Source: an optimization exercise on an open RTL-to-GDS flow (aim: small area, a short achievable clock period and few clock cycles). Production flows keep margins and buffers that such runs may drop. The RTL was checked by simulation tests, not by an equivalence proof against the original design. No activity file was given, so power comes from the tool's default toggle rates.

## flow/config.mk

```make
export PLATFORM = sky130hd
export DESIGN_NAME = mafc_codec
export DESIGN_NICKNAME = mafc_codec
export VERILOG_FILES = /design/flow/design.v
export SDC_FILE = /design/flow/constraint.sdc
export NUM_CORES = 4
export LEC_CHECK = 0
export CAP_MARGIN = 20
export CORE_MARGIN = 2
export CORE_UTILIZATION = 40
export SETUP_SLACK_MARGIN = 5
export SLEW_MARGIN = 20
```

## flow/constraint.sdc

```tcl
create_clock -name core_clock -period 10.0 [get_ports {clk}]
set_input_delay 2.0000 -clock core_clock [delete_from_list [all_inputs] [get_ports {clk}]]
set_output_delay 2.0000 -clock core_clock [all_outputs]
set_load 0.01 [all_outputs]
```

## flow/design.v

```verilog
module mafc_codec (
    input  wire        clk,
    input  wire        rst,
    input  wire [4:0]  csr_addr,
    input  wire        csr_wr,
    input  wire [15:0] csr_wdata,
    output reg  [15:0] csr_rdata,
    input  wire        rx_line_avail,
    output reg         rx_ready,
    input  wire        rx_valid,
    input  wire [7:0]  rx_data,
    input  wire        rx_last
);
    localparam LINE_CAP  = 64;
    localparam FRAME_CAP = 29;
    localparam DEST_CAP  = 13;
    localparam A_CMD = 5'h00, A_STATUS = 5'h01, A_NODE = 5'h02, A_TMO = 5'h03,
               A_AHOLD = 5'h04, A_RHOLD = 5'h05, A_ARG0 = 5'h06, A_ARG1 = 5'h07,
               A_ARG2 = 5'h08, A_RESULT = 5'h09, A_PTR = 5'h0A, A_FBD = 5'h0B,
               A_TXD = 5'h0C, A_RXD = 5'h0D, A_DSTD = 5'h0E, A_FBLEN = 5'h0F,
               A_TXLEN = 5'h10, A_RXLEN = 5'h11, A_DSTLEN = 5'h12, A_VAF = 5'h13,
               A_VREG = 5'h14, A_VVAL = 5'h15, A_PHASE = 5'h16, A_CAPL = 5'h17,
               A_CAPD = 5'h18, A_CAPR = 5'h19, A_ID = 5'h1A, A_VER = 5'h1B;
    localparam [3:0] D_NONE = 4'h0, D_BAD_START = 4'h6, D_BAD_TERM = 4'h7,
               D_NON_HEX = 4'h8, D_ODD_HEX = 4'h9, D_NO_LRC = 4'hA, D_LRC = 4'hB,
               D_RX_OVERFLOW = 4'hC, D_ENC_OVERFLOW = 4'hD,
               D_UNSUPPORTED_FUNC = 4'hE, D_NO_LINE = 4'hF, D_BAD_OP = 4'h3;
    localparam [1:0] R_BYTE = 2'd0, R_FFFF = 2'd1, R_HEX = 2'd2;
    reg [15:0] op;
    reg        busy, done, ok;
    reg [3:0]  dcode;
    reg [7:0]  node_addr;
    reg [15:0] timeout_ms, assert_hold, release_hold;
    reg [15:0] arg0, arg1, arg2, ptr;
    reg [7:0]  res;
    reg [1:0]  res_form;
    reg [7:0]  fb   [0:FRAME_CAP-1];
    reg [7:0]  rxl  [0:LINE_CAP-1];
    reg [15:0] dest [0:DEST_CAP-1];
    reg [3:0]  tn   [1:60];           
    reg [29:1] crlf;                  
    reg [7:0]  fblen;
    reg [5:0]  txlen;
    reg [6:0]  rxlen;
    reg        rxovf;
    reg        exec;                  
    reg        parse;                 
    reg        lrcpass;               
    reg        encw;                  
    reg [5:0]  idx;
    reg [7:0]  saved;                 
    reg [7:0]  rx_win, tx_win;
    reg [4:0]  fidx;                  
    reg [7:0]  fsum;                  
    reg        fsum_ok;
    reg        pv;                    
    reg        p_start;               
    reg        p_hex;                 
    reg [7:0]  p_d1, p_d2;            
    reg [3:0]  p_hi;
    reg [7:0]  p_sum;
    reg [7:0]  p_last;                
    wire host_wr = csr_wr && !busy;
    wire ptr_hi0 = (ptr[15:6] == 10'd0);
    wire ptr_fb  = ptr_hi0 && (ptr[5:0] < FRAME_CAP);
    wire ptr_dst = ptr_hi0 && (ptr[5:0] < DEST_CAP);
    function [3:0] nib_of(input [7:0] c);
        nib_of = c[6] ? {1'b1, c[2:0] + 3'd1} : c[3:0];
    endfunction
    function is_hex(input [7:0] c);
        is_hex = (c >= 8'h30 && c <= 8'h39) || (c >= 8'h41 && c <= 8'h46) ||
                 (c >= 8'h61 && c <= 8'h66);
    endfunction
    function [7:0] rx_enc(input [7:0] c);
        rx_enc = {c[7:4], c[3:0] + (c[6] ? 4'd9 : 4'd0)};
    endfunction
    function [7:0] rx_dec(input [7:0] s);
        rx_dec = {s[7:4], s[3:0] + (s[6] ? 4'd7 : 4'd0)};
    endfunction
    function [7:0] hex_of(input [3:0] d);        
        hex_of = (d < 4'd10) ? (8'h30 + {4'd0, d}) : (8'h37 + {4'd0, d});
    endfunction
    wire [5:0] rd_idx = rst ? 6'd0 : busy ? idx : csr_wdata[5:0];
    wire [7:0] rxl_rd = rx_dec(rxl[rd_idx]);
    wire [7:0] fb_rd  = fb[fidx];
    wire       wptr_hi0 = (csr_wdata[15:6] == 10'd0);
    wire       rx_take  = rx_ready && rx_valid && (rxlen != 7'd64);
    wire       p_step   = rx_take || parse;
    wire [7:0] p_c      = parse ? rxl_rd : rx_data;
    wire [5:0] p_pos    = parse ? idx : rxlen[5:0];
    wire [3:0] p_nib    = nib_of(p_d2);
    wire [7:0] p_byte   = {p_hi, p_nib};
    wire [6:0] m = rxlen;
    reg        v_ok;
    reg [3:0]  v_diag;
    always @(*) begin
        v_ok = 1'b0;
        if (rxovf) v_diag = D_RX_OVERFLOW;
        else if (m == 7'd0 || !p_start) v_diag = D_BAD_START;
        else if (m < 7'd3 || p_d2 != 8'h0D || p_d1 != 8'h0A) v_diag = D_BAD_TERM;
        else if (m == 7'd3) v_diag = D_NO_LRC;
        else if (!m[0]) v_diag = D_ODD_HEX;
        else if (!p_hex) v_diag = D_NON_HEX;
        else if (p_sum != 8'h00) v_diag = D_LRC;
        else begin v_ok = 1'b1; v_diag = D_NONE; end
    end
    wire need_parse = !pv && !rxovf && (m != 7'd0);
    wire       hp_ok = is_hex(arg0[15:8]) && is_hex(arg0[7:0]);
    wire [7:0] hp_b  = {nib_of(arg0[15:8]), nib_of(arg0[7:0])};
    wire op_nop  = (op == 16'h0000);
    wire op_lrc  = (op == 16'h0001);
    wire op_hexp = (op == 16'h0002);
    wire op_enc  = (op == 16'h0003);
    wire op_dec  = (op == 16'h0004);
    wire op_ver  = (op == 16'h0005);
    wire op_recv = (op == 16'h0006);
    wire op_hexe = (op == 16'h0007);
    wire op_pm   = (op == 16'h000A);
    wire fb_big  = (fblen > FRAME_CAP);
    wire [4:0] n = fblen[4:0];
    wire [7:0] lrc = 8'h00 - fsum;
    wire enc_park = exec && op_enc && !fb_big && fsum_ok;
    wire do_dec   = exec && op_dec && !need_parse && v_ok;
    wire [4:0] dec_n = m[5:1] - 5'd2;            
    wire [7:0] rxl_wd = rx_enc(busy ? rx_data : csr_wdata[7:0]);
    wire [7:0] fb_wd  = !busy ? csr_wdata[7:0] : encw ? saved : lrc;
    genvar g;
    generate
        for (g = 0; g < LINE_CAP; g = g + 1) begin : g_rxl
            always @(posedge clk)
                if (!rst && ((host_wr && csr_addr == A_RXD && ptr_hi0 && ptr[5:0] == g) ||
                             (rx_take && rxlen[5:0] == g)))
                    rxl[g] <= rxl_wd;
        end
        for (g = 0; g < FRAME_CAP; g = g + 1) begin : g_fb
            wire [7:0] dec_b = {rxl[2*g+1][3:0], rxl[2*g+2][3:0]};
            always @(posedge clk)
                if (!rst && do_dec && g < dec_n)
                    fb[g] <= dec_b;
                else if ((!rst && host_wr && csr_addr == A_FBD && ptr_fb && ptr[4:0] == g) ||
                         (!rst && enc_park && n == g) || (encw && n == g))
                    fb[g] <= fb_wd;
        end
        for (g = 0; g < DEST_CAP; g = g + 1) begin : g_dest
            always @(posedge clk)
                if (!rst && host_wr && csr_addr == A_DSTD && ptr_dst && ptr[3:0] == g)
                    dest[g] <= csr_wdata;
        end
        for (g = 0; g < 30; g = g + 1) begin : g_txl
            wire [7:0] src = (g < FRAME_CAP) ? fb[(g < FRAME_CAP) ? g : 0] : lrc;
            always @(posedge clk)
                if (!rst && encw && g <= n) begin
                    tn[2*g+1] <= src[7:4];
                    tn[2*g+2] <= src[3:0];
                end
        end
        for (g = 1; g < 30; g = g + 1) begin : g_crlf
            always @(posedge clk)
                if (!rst && encw && g <= n + 1)
                    crlf[g] <= (g == n + 1);
        end
    endgenerate
    wire [5:0] tp = csr_wdata[5:0];
    wire [31:0] crlf_odd  = {1'b0, 1'b1, crlf, 1'b0};           
    wire [31:0] crlf_even = {1'b1, crlf, 1'b0, 1'b0};           
    wire        tx_flag   = tp[0] ? crlf_odd[tp[5:1]] : crlf_even[tp[5:1]];
    wire [3:0]  tx_nib    = (tp >= 6'd1 && tp <= 6'd60) ? tn[tp] : 4'd0;
    wire [7:0]  tx_ch     = (tp == 6'd0) ? 8'h3A :
                            tx_flag ? (tp[0] ? 8'h0D : 8'h0A) : hex_of(tx_nib);
    wire [5:0]  pm1      = ptr[5:0] - 6'd1;
    wire [4:0]  pslot    = pm1[5:1];
    wire [7:0]  pbyte    = (pslot == 5'd29) ? lrc : fb_rd;
    wire [3:0]  pnib     = ptr[0] ? pbyte[7:4] : pbyte[3:0];
    wire [7:0]  enc_ch   = (ptr[5:0] == 6'd0) ? 8'h3A :
                           (pslot == n + 5'd1) ? (ptr[0] ? 8'h0D : 8'h0A) : hex_of(pnib);
    wire        enc_hit  = ptr_hi0 && ({1'b0, ptr[5:0]} <= {1'b0, n, 1'b0} + 7'd4);
    always @(posedge clk) begin
        if (rst) begin
            op <= 16'h0000; busy <= 1'b0; done <= 1'b0; ok <= 1'b0; dcode <= D_NONE;
            node_addr <= 8'h00; timeout_ms <= 16'h0000;
            assert_hold <= 16'd1000; release_hold <= 16'd1500;
            arg0 <= 16'h0000; arg1 <= 16'h0000; arg2 <= 16'h0000;
            res <= 8'h00; res_form <= R_BYTE; ptr <= 16'h0000;
            fblen <= 8'h00; txlen <= 6'd0; rxlen <= 7'd0; rxovf <= 1'b0;
            exec <= 1'b0; parse <= 1'b0; lrcpass <= 1'b0; encw <= 1'b0; idx <= 6'd0;
            fsum <= 8'h00; fsum_ok <= 1'b1;
            pv <= 1'b0; p_start <= 1'b0; p_hex <= 1'b0; p_d1 <= 8'h00; p_d2 <= 8'h00;
            p_hi <= 4'd0; p_sum <= 8'h00; p_last <= 8'h00;
            rx_ready <= 1'b0;
            fidx <= 5'd0;
            rx_win <= rxl_rd; tx_win <= 8'h3A;
        end else begin
            if (host_wr) begin
                case (csr_addr)
                    A_CMD: begin
                        op <= csr_wdata; busy <= 1'b1; done <= 1'b0; ok <= 1'b0;
                        dcode <= D_NONE; res <= 8'h00; res_form <= R_BYTE;
                        fidx <= fblen[4:0];
                        if (csr_wdata == 16'h0006 && rx_line_avail) begin
                            rx_ready <= 1'b1;
                            rxlen <= 7'd0; rxovf <= 1'b0;
                            pv <= 1'b0; p_hex <= 1'b1; p_sum <= 8'h00;
                        end else
                            exec <= 1'b1;
                    end
                    A_NODE:  node_addr <= csr_wdata[7:0];
                    A_TMO:   timeout_ms <= csr_wdata;
                    A_AHOLD: assert_hold <= csr_wdata;
                    A_RHOLD: release_hold <= csr_wdata;
                    A_ARG0:  arg0 <= csr_wdata;
                    A_ARG1:  arg1 <= csr_wdata;
                    A_ARG2:  arg2 <= csr_wdata;
                    A_PTR:   begin
                                 ptr <= csr_wdata;
                                 fidx <= csr_wdata[4:0];
                                 rx_win <= wptr_hi0 ? rxl_rd : 8'h00;
                                 tx_win <= wptr_hi0 ? tx_ch : 8'h00;
                             end
                    A_FBD:   if (ptr_fb && ptr[4:0] < fblen)
                                 fsum <= fsum + csr_wdata[7:0] - fb_rd;
                    A_RXD:   begin
                                 pv <= 1'b0;
                                 if (ptr_hi0) rx_win <= csr_wdata[7:0];
                             end
                    A_FBLEN: begin
                                 fblen <= csr_wdata[7:0];
                                 fsum <= 8'h00;
                                 fsum_ok <= (csr_wdata[7:0] == 8'h00);
                             end
                    A_RXLEN: if (csr_wdata[9:0] <= LINE_CAP) begin
                                 rxlen <= csr_wdata[6:0]; rxovf <= 1'b0; pv <= 1'b0;
                             end
                    default: ;
                endcase
            end
            if (p_step) begin
                if (p_pos == 6'd0) p_start <= (p_c == 8'h3A);
                if (p_pos >= 6'd3) begin
                    p_hex <= p_hex && is_hex(p_d2);
                    if (p_pos[0])
                        p_hi <= p_nib;
                    else begin
                        p_sum <= p_sum + p_byte;
                        p_last <= p_byte;
                    end
                end
                p_d2 <= p_d1;
                p_d1 <= p_c;
            end
            if (rx_ready && rx_valid) begin
                if (rx_take && ptr_hi0 && rxlen[5:0] == ptr[5:0])
                    rx_win <= rx_data;
                if (rxlen != 7'd64)
                    rxlen <= rxlen + 7'd1;
                else
                    rxovf <= 1'b1;
                if (rx_last) begin
                    rx_ready <= 1'b0;
                    pv <= 1'b1;
                    if (rxovf || rxlen == 7'd64)
                        finish(1'b0, D_RX_OVERFLOW, R_BYTE, 8'h00);
                    else
                        finish(1'b1, D_NONE, R_BYTE, {1'b0, rxlen} + 8'd1);
                end
            end
            if (parse) begin
                idx <= idx + 6'd1;
                if ({1'b0, idx} == m - 7'd1) begin
                    parse <= 1'b0; pv <= 1'b1; exec <= 1'b1;
                end
            end
            if (lrcpass) begin
                fidx <= fidx + 5'd1;
                fsum <= fsum + fb_rd;
                if (fidx == n - 5'd1) begin
                    lrcpass <= 1'b0; fsum_ok <= 1'b1; exec <= 1'b1;
                    fidx <= n;
                end
            end
            if (encw) begin
                encw <= 1'b0;
                if (enc_hit) tx_win <= enc_ch;
                finish(1'b1, D_NONE, R_BYTE, {2'd0, txlen});
            end
            if (exec) begin
                exec <= 1'b0;
                idx <= 6'd0;
                if (op_nop)
                    finish(1'b1, D_NONE, R_BYTE, 8'h00);
                else if (op_lrc || op_enc) begin
                    if (fb_big)
                        finish(1'b0, D_ENC_OVERFLOW, R_BYTE, 8'h00);
                    else if (!fsum_ok) begin
                        lrcpass <= 1'b1; fsum <= 8'h00; fidx <= 5'd0;
                    end else if (op_lrc)
                        finish(1'b1, D_NONE, R_BYTE, lrc);
                    else begin
                        saved <= fb_rd;
                        fidx <= pslot;
                        txlen <= {n, 1'b0} + 6'd5;
                        encw <= 1'b1;
                    end
                end else if (op_hexp) begin
                    if (hp_ok)
                        finish(1'b1, D_NONE, R_BYTE, hp_b);
                    else
                        finish(1'b0, D_NON_HEX, R_FFFF, 8'h00);
                end else if (op_dec || op_ver) begin
                    if (need_parse) begin
                        parse <= 1'b1; p_hex <= 1'b1; p_sum <= 8'h00;
                    end else if (!v_ok)
                        finish(1'b0, v_diag, R_BYTE, 8'h00);
                    else if (op_ver)
                        finish(1'b1, D_NONE, R_BYTE, 8'h01);
                    else begin
                        fblen <= {3'd0, dec_n};
                        fsum <= 8'h00 - p_last;
                        fsum_ok <= 1'b1;
                        finish(1'b1, D_NONE, R_BYTE, p_last);
                    end
                end else if (op_recv)                            
                    finish(1'b1, D_NO_LINE, R_BYTE, 8'h00);
                else if (op_hexe)
                    finish(1'b1, D_NONE, R_HEX, arg0[7:0]);
                else if (op_pm)
                    finish(1'b0, D_UNSUPPORTED_FUNC, R_BYTE, 8'h10);
                else
                    finish(1'b0, D_BAD_OP, R_BYTE, 8'h00);
            end
        end
    end
    task finish(input f_ok, input [3:0] f_diag, input [1:0] f_form, input [7:0] f_res);
        begin
            busy     <= 1'b0;
            done     <= 1'b1;
            ok       <= f_ok;
            dcode    <= f_diag;
            res_form <= f_form;
            res      <= f_res;
            fidx     <= ptr[4:0];
        end
    endtask
    wire [7:0] b0 = (fblen > 8'd0) ? fb[0] : 8'h00;
    wire [7:0] b1 = (fblen > 8'd1) ? fb[1] : 8'h00;
    wire [7:0] b2 = (fblen > 8'd2) ? fb[2] : 8'h00;
    wire [7:0] b3 = (fblen > 8'd3) ? fb[3] : 8'h00;
    wire [7:0] b4 = (fblen > 8'd4) ? fb[4] : 8'h00;
    wire [7:0] b5 = (fblen > 8'd5) ? fb[5] : 8'h00;
    wire [2:0] cause = (dcode >= 4'h6 && dcode <= 4'hB) ? 3'd3 :
                       (dcode == 4'hC || dcode == 4'hD) ? 3'd5 :
                       (dcode == 4'hE || dcode == 4'h3) ? 3'd4 : 3'd0;
    wire [7:0] diag  = {3'd0, dcode == 4'h3, dcode};
    wire [15:0] result = (res_form == R_FFFF) ? 16'hFFFF :
                         (res_form == R_HEX) ? {hex_of(res[7:4]), hex_of(res[3:0])} :
                                               {8'h00, res};
    always @(*) begin
        case (csr_addr)
            A_CMD:    csr_rdata = op;
            A_STATUS: csr_rdata = {diag, rx_line_avail, 1'b0, cause, ok, done, busy};
            A_NODE:   csr_rdata = {8'h00, node_addr};
            A_TMO:    csr_rdata = timeout_ms;
            A_AHOLD:  csr_rdata = assert_hold;
            A_RHOLD:  csr_rdata = release_hold;
            A_ARG0:   csr_rdata = arg0;
            A_ARG1:   csr_rdata = arg1;
            A_ARG2:   csr_rdata = arg2;
            A_RESULT: csr_rdata = result;
            A_PTR:    csr_rdata = ptr;
            A_FBD:    csr_rdata = ptr_fb ? {8'h00, fb_rd} : 16'h0000;
            A_TXD:    csr_rdata = {8'h00, tx_win};
            A_RXD:    csr_rdata = {8'h00, rx_win};
            A_DSTD:   csr_rdata = ptr_dst ? dest[ptr[3:0]] : 16'h0000;
            A_FBLEN:  csr_rdata = {8'h00, fblen};
            A_TXLEN:  csr_rdata = {10'd0, txlen};
            A_RXLEN:  csr_rdata = {rxovf, 8'd0, rxlen};
            A_DSTLEN: csr_rdata = 16'h0000;
            A_VAF:    csr_rdata = {b0, b1};
            A_VREG:   csr_rdata = {b2, b3};
            A_VVAL:   csr_rdata = {b4, b5};
            A_PHASE:  csr_rdata = {15'd0, busy};
            A_CAPL:   csr_rdata = LINE_CAP;
            A_CAPD:   csr_rdata = {8'd29, 8'd13};
            A_CAPR:   csr_rdata = 16'd15;
            A_ID:     csr_rdata = 16'h4D41;
            A_VER:    csr_rdata = 16'h0007;
            default:  csr_rdata = 16'h0000;
        endcase
    end
endmodule
```

## flow/run.sh

```bash
#!/bin/bash
# synth_recipe.tcl (not shown) runs the flow's synth.tcl, then flattens the netlist and writes it again
# the make line also repeats each setting of config.mk as NAME=value (left out here)
make -C /OpenROAD-flow-scripts/flow DESIGN_CONFIG=/design/flow/config.mk WORK_HOME=/design/flow/orfs CLKGATE_MAP_FILE= SYNTH_SCRIPT=/design/flow/synth_recipe.tcl finish
```

==> run notes, run 1 <==
Mean Syn Cell Area=~11 µm²; gr ovfl total=0; Syn Std Cell Area=slightly above 70,000 µm²; drc violations=0; WP buf/inv=5; TritonCTS clock tree=built; Worst Skew=0.0522 ns; Num CTS Buffers=163; crit-path cells=inv_4 > ha_4 > buf_4 > bufbuf_16 > nand2b_2 > a21o_1 > o211ai_1 > or4_4 > mux2_4 > clkinvlp_4 > o21ai_4 > buf_2; Clock Tree Buf Depth=3; worst slew pin tran=roughly 1.3 ns; All-Layer GR Usage=a little over two fifths; first-pass GRT wire length=528 mm; hold-fix buffers at CTS=0; leakage power=0.0285 µW; Max stage delay on crit path=0.57 ns; vias in the first global route=approximately 57k; sequential cell area fraction in the yosys report=59.7%; DRT antenna net count=0; Mapped Nets=between 6k and 7k; # port buffers=just over 50; Top Family by Delay on Critical Path=buffers and inverters; Worst Min Path Start=timeout_ms[2]$_SDFFE_PP0P_; worst rel slew slack=13.7%; Worst R2R Path Depth=33; FF-to-FF Start=fidx[1]$_SDFF_PP0_; Most Crowded Layer GR=met2; Max IR drop VDD=around 0.00015 V; Pins Over Slew Limit=0; Fillers=approximately 15k; drt pass-1 iters=10; RSZ-0062 raised after global routing=yes; RD Place Congestion=1.08; type of the worst setup path=reg2out; die area=approximately 180,000 µm²; core area=174,000 µm²; Setup Total Neg Slack=0 ns; vias=roughly 64k; worst-path maximum fanout=5; crit path DAT=approximately 4.0 ns; Die Y=around 420 µm; final worst path period share=about three fifths; Die W=approximately 420 µm; htree depth=4; Post-DP HPWL=around 290 mm; Global Route met3 Usage=between 15 and 20%; worst hold margin=between 0.4 and 0.5 ns; ranking of synthesized cells by area=edfxtp_1 52%, dfxtp_1 7.3%, nand2_1 4.5%; Hold Fails Final Rpt=0; num rows=between 150 and 200; share of Yosys cell area claimed by the top area cell type=~52%; via-per-instance ratio=around 7; IO Pins=between 50 and 60; initial DRC count=about 13k; Worst path slowest cell=or4_4; synthesis-stage register bit count=between 1k and 1.5k; initial antenna violation count=43; share of cells above drive strength 1=22.1%; Cells after Synth=roughly 6.3k; library cells used by synthesis=119; clock sinks=~1.5k; max frequency=between 0.15 and 0.2 GHz; DRT Wirelength=403 mm; Nets=6,769; final setup vio count=0; Critical Path End Type=output port; largest net degree at the start of global routing=a little under 90; CTS clk-pin slew, worst paths=about 0.060 ns; ys flop type=edfxtp_1; CP Launch Type=register; global-route track usage on met1=59.3%; DR WL/cell=~44 µm; Clk Latency, worst-skew pair=roughly 0.86 ns; status=complete, no violations; Hold Path Class=reg2reg; worst hold stages=2; max-cap violation count=0; post-synth top area cell=edfxtp_1; pwr/cell area=~160 nW/µm²; Hold Path End=timeout_ms[2]$_SDFFE_PP0P_; r2r endpoint=fsum[5]$_SDFF_PP0_; crit path time final=around 6 ns; Req. time, crit path=roughly 8.0 ns; Area growth, synth to finish=23.2%; R2R setup slack=4.11 ns; Post-synth ARST share=0%; count of warnings emitted by yosys=9; Post-synth EDFFs=approximately 1.2k; CTS Root Cell=clkbuf_16; Initial Util=40.3%; M2 GR Usage=~60%
## registers in the layout, summed over array words and instances, names as in the netlist, 16 cells and up
register      flops
rxl             512
tn              240
ptr              16
assert_hold      16
dest            208
release_hold     16
crlf             29
arg1             16
arg0             16
arg2             16
fb              232
op               16
timeout_ms       16
## metrics by stage
stage,cells,util [%],total power [µW],setup slack [ns],instance area [µm²]
global route,9103,49.7,14100,4.04,86600
floorplan,6272,-,7280,4.34,71000
CTS,9034,48.9,13700,4.03,85200
global placement,8452,42.8,7650,2.07,74600
detailed placement,8459,42.9,7650,2.07,74800
finish,9131,49.7,13900,3.98,86700
## tightest hold or removal path: cells and delay by family, from the launching register on
kind / cells / cell delay (ns)
flops: 1 / 0.31
simple gates: 1 / 0.05
compound gates: 1 / 0.06
## worst max path at each step
stage	start	end	slack (ns)	cells after the start
after floorplan	rst	p_start$_SDFFE_PP0P_	4.34	15
after global placement	csr_addr[0]	csr_rdata[0]	2.07	9
after detailed placement	csr_addr[0]	csr_rdata[0]	2.07	9
after CTS	fidx[3]$_SDFF_PP0_	csr_rdata[5]	4.03	10
after global routing	ptr[0]$_SDFFE_PP0P_	csr_rdata[5]	4.04	11
final	fidx[1]$_SDFF_PP0_	csr_rdata[5]	3.98	12
## cells by family (layout without fill, tap and decap cells)
group                      Yosys count  after routing  synth area share, %
and+or+nand+nor                   2113           2117                 14.6
AOI/OAI and AO/OA                 1803           1804                 17.6
DFF                               1484           1484                 59.7
buffers and inverters              567           1067                 3.34
muxes                              117            117                 1.86
xor gates and xnor gates            96             96                 1.19
adders and majority gates           92             92                 1.74
other                                0             29                    0
## where the power goes
part           internal, µW  switching (µW)
clock                  3370            2690
sequential             6710            33.3
combinational           357             697
total                 10400            3430
## cells in the final DEF, fill, tap and decap left out, types with 95 or more instances in the layout
| master | n |
|---|---|
| a21oi_1 | 315 |
| a22oi_1 | 306 |
| a32oi_1 | 116 |
| buf_4 | 460 |
| clkbuf_16 | 165 |
| dfxtp_1 | 247 |
| edfxtp_1 | 1229 |
| nand2_1 | 822 |
| nand3_1 | 187 |
| nor2_1 | 307 |
| nor3_1 | 95 |
| o21ai_0 | 358 |
## Yosys cell counts, types with 16 or more instances
cell type / count
a2111oi_0: 18
a211oi_1: 43
a21o_1: 19
a21oi_1: 350
a221oi_1: 72
a222oi_1: 44
a22o_1: 71
a22oi_1: 338
a31oi_1: 42
a32o_1: 18
a32oi_1: 120
and2_1: 30
and3_1: 46
buf_1: 37
buf_2: 72
clkbuf_1: 339
dfxtp_1: 255
edfxtp_1: 1229
ha_1: 82
inv_1: 93
mux2_2: 39
mux2i_1: 68
nand2_1: 838
nand2b_1: 45
nand3_1: 197
nand4_1: 93
nor2_1: 401
nor2b_1: 53
nor3_1: 140
nor3b_1: 18
nor4_1: 47
nor4b_1: 16
nor4bb_1: 25
o211ai_1: 33
o21a_1: 28
o21ai_0: 391
o22ai_1: 44
o32ai_1: 16
or2_2: 23
xnor2_1: 65
xor2_1: 31
## area by class of cell
| cell class | count | area, µm² | share of cell area (%) |
|---|---|---|---|
| sequential | 1484 | 42000 | 48.5 |
| clock inverter | 92 | 967 | 1.12 |
| multi-input combinational | 4226 | 29100 | 33.6 |
| antenna | 29 | 72.6 | 0.0837 |
| timing repair buffer | 672 | 6870 | 7.93 |
| inverter | 95 | 384 | 0.443 |
| tap | 2325 | 2910 | 3.36 |
| clock buffer | 208 | 4320 | 4.98 |
## layer usage
metal  wire length, µm  share of wire, %  up-vias
met5               322             0.080        -
met4             30000               7.4       20
met3             58800                15     1271
met2            160000                40     5939
met1            153000                38    31800
li1                  -                 -    24900
## what timing repair did
action | 4_1_cts | 5_1_grt
buffers inserted | 252 | 64
cloned | 23 | 2
setup endpoints to repair | 778 | 332
gates resized for setup | 617 | 157
pin swaps | 163 | 120
endpoints found under the hold margin | 0 | 0
Testbench counts, summed over its fixed seeds: cycles 30,547.
==> run 2, diff against run 1 <==
--- a/flow/config.mk
+++ b/flow/config.mk
@@ -8,5 +8,6 @@
 export CAP_MARGIN = 20
 export CORE_MARGIN = 2
 export CORE_UTILIZATION = 40
+export PLACE_DENSITY = 0.7
 export SETUP_SLACK_MARGIN = 5
 export SLEW_MARGIN = 20
==> run 2 against run 1 <==
Effect of this change:
- die area is the same
- still clean
- combinational power about the same
- synthesized cell count stayed put
- clock-buffer cell count down 21
- largest power group unchanged
==> run notes, run 2 <==
synthesis-stage register bit count=1,484 (unchanged); Post-synth EDFFs=1,229 (unchanged); CTS Root Cell=clkbuf_16; Post-DP HPWL=276 mm (-4.9%); Max IR drop VDD=0.000209 V (+37%); DR WL/cell=43.5 µm (-1.4%); Nets=6,758 (-0.16%); num rows=153 (unchanged); Syn Std Cell Area=70,400 µm² (unchanged); synth cell count leaders=1,229 x edfxtp_1, 838 x nand2_1, 401 x nor2_1; M2 GR Usage=57.5% (-2.3 points); DRT Wirelength=396 mm (-1.6%); IO Pins=52 (unchanged); sequential cell area fraction in the yosys report=59.7% (unchanged); most frequent cells in the layout=1,229 x edfxtp_1, 823 x nand2_1, 474 x buf_4, 360 x o21ai_0, 323 x a21oi_1; Global Route met3 Usage=18.1% (+2.4 points); Cells after Synth=6,272 (unchanged); Mean Syn Cell Area=11.2 µm² (unchanged); vias=65.7k (+2.8%); share of Yosys cell area claimed by the top area cell type=52.4% (unchanged); Top Registers=rxl: 512 flops, tn: 240 flops, fb: 232 flops; die area=179,000 µm² (unchanged); max-cap violation count=0 (unchanged); clock sinks=1,484 (unchanged); max reg flops=512 (unchanged); Hold Fails Final Rpt=0 (unchanged); TritonCTS clock tree=built; max frequency=0.163 GHz (-1.7%); RD Place Congestion=1.14 (+5.5%); DRT antenna net count=0 (unchanged); Clk Latency, worst-skew pair=0.85 ns (about the same); All-Layer GR Usage=42.4% (-1.3 points); largest net degree at the start of global routing=134 (+54%); Finished Layout Cells=9,105 (-0.28%); Num CTS Buffers=159 (-2.5%); worst rel slew slack=10.7% (-3.0 points); Die W=423 µm (unchanged); leakage power=0.0284 µW (-0.31%); Initial Util=40.3% (unchanged); Worst Skew=0.0415 ns (-0.0107 ns); crit path time final=6.12 ns (+0.103 ns); utilization after layout=49.6% (-0.10 points); worst slew pin tran=1.34 ns (+0.0442 ns); Pins Over Slew Limit=0 (unchanged); Fillers=15.3k (-0.51%); slack of the critical path=3.88 ns (-0.103 ns); final worst path period share=61.2% (+1.0 points); Post-synth ARST share=0% (unchanged); core area=174,000 µm² (unchanged); Clock Tree Buf Depth=3 (unchanged); gr ovfl total=0 (unchanged); type of the worst setup path=reg2out; Mapped Nets=6,399 (unchanged); Biggest register=rxl; Hold Path Class=reg2reg; ys flop type=edfxtp_1; Placed Cells=8,425 (-0.40%); CP Launch Type=register; initial DRC count=14.2k (+12%); count of warnings emitted by yosys=9 (unchanged); drt pass-1 iters=11 (+1); RSZ-0062 raised after global routing=yes; post-synth top area cell=edfxtp_1; worst-path maximum fanout=17 (+12); global-route track usage on met1=54.7% (-4.6 points); Critical Path End Type=output port; top-count cell post-synth=edfxtp_1; htree depth=4 (unchanged); share of cells above drive strength 1=21.8% (-0.35 points); final setup vio count=0 (unchanged); Req. time, crit path=8.00 ns (about the same); Most Crowded Layer GR=met2; Die Y=423 µm (unchanged); drc violations=0 (unchanged); pre-CTS WS=2.11 ns (+0.0396 ns); vias in the first global route=58.1k (+1.7%); via-per-instance ratio=7.22 (+3.1%); crit path DAT=4.12 ns (+0.10 ns); status=complete, no violations; first-pass GRT wire length=516 mm (-2.2%); # port buffers=51 (unchanged); ranking of synthesized cells by area=edfxtp_1 52%, dfxtp_1 7.3%, nand2_1 4.5%; pwr/cell area=162 nW/µm² (+0.98%); library cells used by synthesis=119 (unchanged); most common cell after layout, fill and taps aside=edfxtp_1; CTS clk-pin slew, worst paths=0.06 ns (about the same); Setup Total Neg Slack=0 ns (unchanged); Area growth, synth to finish=22.9%; initial antenna violation count=46 (+7.0%)
run 2: changes by cell type in the layout (fill, tap and decap cells not counted), sizes merged:
cell      previous run  this run
bufinv              11        19
a21oi              355       354
inv                 93        99
clkinvlp            13        20
bufbuf              17        18
diode               29        23
clkbuf             209       191
buf                631       621
clkinv              70        57
run 2: layout make-up:
type                       instances  area, µm²  area share (%)
antenna                           23       57.6          0.0665
clock buffer                     187       4120            4.77
clock inverter                   100       1190            1.38
inverter                          95        385           0.446
multi-input combinational       4225      28900            33.4
sequential                      1484      42000            48.6
tap                             2325       2910            3.36
timing repair buffer             666       6900            7.98
run 2: kinds of logic (layout without fill, tap and decap cells):
group | Yosys count | in the layout | synth area share [%]
compound gates | 1803 | 1803 | 17.6
other cells | 0 | 23 | 0
fa+ha+maj | 92 | 92 | 1.74
simple gates | 2113 | 2117 | 14.6
mux | 117 | 117 | 1.86
flops | 1484 | 1484 | 59.7
buf+inv | 567 | 1048 | 3.34
xor+xnor | 96 | 96 | 1.19
run 2: critical path, cell delays in order (launching register included):
cell and delay, ns:
dfxtp_4 0.40, inv_2 0.07, ha_2 0.20, buf_12 0.15
a222oi_1 0.80, o221ai_1 0.28, or4_4 0.66, mux2i_4 0.30
o2111ai_4 0.18, buf_2 0.20
run 2: path summary, 6_finish.rpt:
check,startpoint,to,depth (start not counted),slack [ns]
min,fb[12][3]$_DFFE_PP_,tn[26][3]$_DFFE_PP_,0,0.45
min reg2reg,fb[12][3]$_DFFE_PP_,tn[26][3]$_DFFE_PP_,0,0.45
max,fidx[0]$_SDFF_PP0_,csr_rdata[2],9,3.88
max reg2reg,fidx[0]$_SDFF_PP0_,fsum[7]$_SDFF_PP0_,19,4.48
run 2: metal layers:
metal | up-vias | wire (µm) | part of all wire, %
met1 | 32000 | 139000 | 35
met5 | - | 224 | 0.057
li1 | 24900 | - | -
met2 | 7010 | 154000 | 39
met4 | 32 | 36300 | 9.2
met3 | 1817 | 66600 | 17
run 2: metrics by stage:
step | hold slack (ns) | area [µm²] | total power [µW]
after floorplan | 0.417 | 71000 | 7280
after global placement | 0.435 | 74400 | 7630
after detailed placement | 0.439 | 74600 | 7640
after CTS | 0.453 | 85100 | 13800
after global routing | 0.456 | 86400 | 14100
final | 0.453 | 86500 | 14000
run 2: power by group:
part | internal, µW | switching, µW | leakage (µW)
registers | 6710 | 36.1 | 0.0132
clock network | 3470 | 2690 | 0.00256
logic | 355 | 704 | 0.0127
total | 10500 | 3430 | 0.0284
run 2: timing repair:
action | 4_1_cts | 5_1_grt
endpoints found under the setup margin | 1109 | 309
setup buffers | 276 | 66
resized for setup | 589 | 122
hold buffers | 0 | 0
cloned | 23 | 4
pin swaps | 134 | 90

## port drivers added, routing unchanged
How much do the figures lean on ideal ports? The routed layouts below were timed once more, with nothing changed but the port constraints. Step 1 assumes that a clkbuf_16 drives the clock port and a buf_2 every other input. Step 2, shift: input delay + t, output delay - t, t = (earliest + latest rising clock arrival at the registers) / 2. This alone moves slack from input paths to output paths. Three values: ideal, step 1, step 2; two values: the first two.
run | t, ns | setup slack, ns | worst setup path at the end | slew at the worst register clock pin (ns)
run 1 | 0.925 | 3.982 / 3.886 / 3.448 | input to register | 0.07 / 0.07
run 2 | 0.915 | 3.879 / 3.800 / 3.435 | input to register | 0.07 / 0.07
After both steps every run listed still meets setup and hold. The setup slack of run 1, which loses most, moves by -0.096 ns with the drivers and by -0.534 ns with both steps.
